What follows belongs to an exercise in optimizing a design on an open flow for small area, a short achievable clock period and few clock cycles; a production flow would make more cautious choices.
Only simulation tests tie the RTL to the original design; equivalence was not proved.

Design xsalsa20_ksg, start of the top module:
module xsalsa20_ksg (
    input  wire         clk,
    input  wire         rst,
    input  wire         cmd_valid,
    output wire         cmd_ready,
    input  wire [255:0] cmd_key,
    input  wire [191:0] cmd_nonce,
    input  wire [63:0]  cmd_ctr,
    input  wire [15:0]  cmd_nblocks,
    output wire         ks_valid,
    input  wire         ks_ready,
    output wire [511:0] ks_data,
    output wire         ks_last
);
    localparam [31:0] SIGMA0 = 32'h61707865;
    localparam [31:0] SIGMA1 = 32'h3320646e;
    localparam [31:0] SIGMA2 = 32'h79622d32;
    localparam [31:0] SIGMA3 = 32'h6b206574;
    localparam [1:0] S_IDLE  = 2'd0;   
    localparam [1:0] S_ROUND = 2'd1;   
    localparam [1:0] S_LOAD  = 2'd2;   
    localparam [1:0] S_OUT   = 2'd3;   
    reg [1:0]   state;
    reg         hs;          
    reg [4:0]   round;       
    reg [511:0] x;           
    reg [255:0] subkey;
    reg [63:0]  ntail;       
    reg [63:0]  ctr;         
    reg [15:0]  remaining;   
    wire [511:0] x_r;
    salsa20_round u_round (.x_i(x), .x_o(x_r));
    function [511:0] load_state;
        input [255:0] k;
  ...
clock: 35.0 ns
lec_check: 0
cap_margin: 20
core_margin: 2
core_utilization: 30
setup_slack_margin: 0.3
slew_margin: 20
run.sh (not shown) runs the stock make flow with config.mk's settings and CLKGATE_MAP_FILE= SYNTH_SCRIPT=/design/flow/synth_recipe.tcl, a recipe that flattens the netlist after the stock synthesis.
The first run completed, yet does not pass: capacitance limit, slew limit.
Testbench counts at the start, summed over its fixed seeds: cycles 37,931.
Change:
==> flow/flow/run.sh (new file) <==
#!/bin/bash
# The standard layout (standard.sh: the standard synthesis and ORFS steps)
# with two changes in how the layout is made; the clock period, the SDC and
# every check are unchanged:
#  * the resizer's timing repair is asked for extra setup slack, so the round
#    logic is sized for speed instead of being left at the minimum sizes that
#    already meet the 35 ns clock;
#  * every input and output port still gets its own buffer, but a plain
#    buf_1 instead of the delay cell buffer_ports picks by default (the
#    repair steps resize it where a port needs more drive).
set -euo pipefail
MARGIN=${REPAIR_MARGIN:-23}
bash standard.sh SETUP_SLACK_MARGIN=$MARGIN \
    "BUFFER_PORTS_ARGS=-buffer_cell sky130_fd_sc_hd__buf_1" \
    finish > standard_flow.log 2>&1
==> flow/standard.sh (new file) <==
#!/bin/bash
# synth_recipe.tcl (not shown) runs the flow's synth.tcl, then flattens the netlist and writes it again
# the make line also repeats each setting of config.mk as NAME=value (left out here)
make -C /OpenROAD-flow-scripts/flow DESIGN_CONFIG=/design/flow/config.mk WORK_HOME=/design/flow/orfs CLKGATE_MAP_FILE= SYNTH_SCRIPT=/design/flow/synth_recipe.tcl "${@:-finish}"
- GPL_TIMING_DRIVEN: default -> 0
- SETUP_SLACK_MARGIN: 0.3 -> default
removed: flow/run.sh
Effect: Now the flow completed with no timing, DRC or antenna violations; final cell count is higher by 1.5%; clock-buffer cell count rose by 16; sequential cell count stays the same; hold slack gets worse by 0.0043 ns; clock skew rose by 0.022 ns; global-route usage grows by 1.7 points; maximum frequency rose by about 17%; setup slack gets better by 2.0 ns; utilization decreases by 1.2 points.

========
Setup of job 4086:
Starting RTL as in the previous note.
export LEC_CHECK = 0
export CAP_MARGIN = 20
export CORE_MARGIN = 2
export CORE_UTILIZATION = 30
export SLEW_MARGIN = 20
create_clock -name core_clock -period 35.0 [get_ports {clk}]
standard.sh (not shown) runs the stock make flow with config.mk's settings and CLKGATE_MAP_FILE= SYNTH_SCRIPT=/design/flow/synth_recipe.tcl, a recipe that flattens the netlist after the stock synthesis.
==> flow/flow/run.sh <==
#!/bin/bash
# The standard layout (standard.sh: the standard synthesis and ORFS steps)
# with two changes in how the layout is made; the clock period, the SDC and
# every check are unchanged:
#  * the resizer's timing repair is asked for extra setup slack, so the round
#    logic is sized for speed instead of being left at the minimum sizes that
#    already meet the 35 ns clock;
#  * every input and output port still gets its own buffer, but a plain
#    buf_1 instead of the delay cell buffer_ports picks by default (the
#    repair steps resize it where a port needs more drive).
set -euo pipefail
MARGIN=${REPAIR_MARGIN:-23.4}
bash standard.sh SETUP_SLACK_MARGIN=$MARGIN \
    "BUFFER_PORTS_ARGS=-buffer_cell sky130_fd_sc_hd__buf_1" \
    finish > standard_flow.log 2>&1
Testbench counts of job 4086, summed over its fixed seeds: cycles 37,931.
What job 5352 does differently from job 4086 at the input level:
- an added SETUP_SLACK_MARGIN of 0.3
- a change of CAP_MARGIN from 20 to 40
==> flow/run.sh (new file) <==
#!/bin/bash
# synth_recipe.tcl (not shown) runs the flow's synth.tcl, then flattens the netlist and writes it again
# the make line also repeats each setting of config.mk as NAME=value (left out here)
make -C /OpenROAD-flow-scripts/flow DESIGN_CONFIG=/design/flow/config.mk WORK_HOME=/design/flow/orfs CLKGATE_MAP_FILE= SYNTH_SCRIPT=/design/flow/synth_recipe.tcl finish
removed: flow/flow/run.sh
removed: flow/standard.sh
Findings:
Job 5352 gives more post-placement cell area than job 4086 did. Xor and xnor area share after synthesis delta (job 5352 -> job 4086): insignificant. Reported for job 4086 and job 5352, quantity of I/O buffers inserted on ports turned out identical to the last digit. The relative area of non-clock buffer cells in the final design in job 5352 sits 6.4 points above the value recorded for job 4086. Changes observed in job 5352 relative to job 4086: hold slack went up, worst setup slack went down, wire length on met3 went down. Run comparison: job 5352 critical path class reg -> reg; job 4086 critical path class reg -> out. Job 5352: met2 track demand over resource lower than job 4086.
Setup changes, job 5352 to job 5245
- SETUP_SLACK_MARGIN: 0.3 -> unset
- CAP_MARGIN: 40 -> 20
==> flow/flow/run.sh (new file) <==
#!/bin/bash
# The standard layout (standard.sh: the standard synthesis and ORFS steps)
# with two changes in how the layout is made; the clock period, the SDC and
# every check are unchanged:
#  * the resizer's timing repair is asked for extra setup slack, so the round
#    logic is sized for speed instead of being left at the minimum sizes that
#    already meet the 35 ns clock;
#  * every input and output port still gets its own buffer, but a plain
#    buf_1 instead of the delay cell buffer_ports picks by default (the
#    repair steps resize it where a port needs more drive).
set -euo pipefail
MARGIN=${REPAIR_MARGIN:-23.6}
bash standard.sh SETUP_SLACK_MARGIN=$MARGIN \
    "BUFFER_PORTS_ARGS=-buffer_cell sky130_fd_sc_hd__buf_1" \
    finish > standard_flow.log 2>&1
==> flow/standard.sh (new file) <==
#!/bin/bash
# synth_recipe.tcl (not shown) runs the flow's synth.tcl, then flattens the netlist and writes it again
# the make line also repeats each setting of config.mk as NAME=value (left out here)
make -C /OpenROAD-flow-scripts/flow DESIGN_CONFIG=/design/flow/config.mk WORK_HOME=/design/flow/orfs CLKGATE_MAP_FILE= SYNTH_SCRIPT=/design/flow/synth_recipe.tcl "${@:-finish}"
removed: flow/run.sh
Share of layout cells above drive strength 1 for job 5245: 3.3 points up relative to job 5352
In the flow results for job 5352 and job 5245, the post-route minimum period is larger on job 5352.
Lower final hold slack was reported by job 5245, not job 5352.
Status: final antenna-violating net count parity (job 5352, job 5245)
The following lists how job 1395 was set up differently from job 5245:
- changing CAP_MARGIN from 20 to 40
--- a/flow/flow/run.sh
+++ b/flow/flow/run.sh
@@ -10,5 +10,5 @@
 #    repair steps resize it where a port needs more drive).
 set -euo pipefail
-MARGIN=${REPAIR_MARGIN:-23.6}
+MARGIN=${REPAIR_MARGIN:-22}
 bash standard.sh SETUP_SLACK_MARGIN=$MARGIN \
     "BUFFER_PORTS_ARGS=-buffer_cell sky130_fd_sc_hd__buf_1" \
Job 1395 vs. job 5245: worst hold margin ~0 delta; clock network contribution to total cell area has increased.
Job 5245 → job 1395: global-route wire length before repair dropped about 0.6%; fmax now sits lower.

[port drivers added, routing unchanged]
The results above use ideal ports. As a check the final layouts listed here were re-extracted and re-timed, cells and wires unchanged.
Step 1 sets driving cells, clkbuf_16 on the clock port and buf_2 on the other inputs (assumed; they add their load-dependent delay and slew).
Step 2, shift: input delay + t, output delay - t, t = (earliest + latest rising clock arrival at the registers) / 2. This alone moves slack from input paths to output paths.
Slacks: no drivers / after step 1 / after step 2; pairs: no drivers / after step 1.
run	t, ns	setup WS [ns]	pins driven straight from the clock port
the first run of note 1	0.899	20.982 / 20.888 / 21.346	1
the second run of note 1	0.926	22.994 / 22.894 / 23.087	1
job 4086	0.900	23.377 / 23.284 / 23.382	1
job 5352	0.895	21.370 / 21.370 / 21.370	1
job 5245	0.912	23.554 / 23.459 / 23.411	1
job 1395	0.925	22.233 / 22.233 / 22.233	1
For job 5245, which loses most, drivers alone change the setup slack by -0.095 ns; drivers and shift together by -0.143 ns.
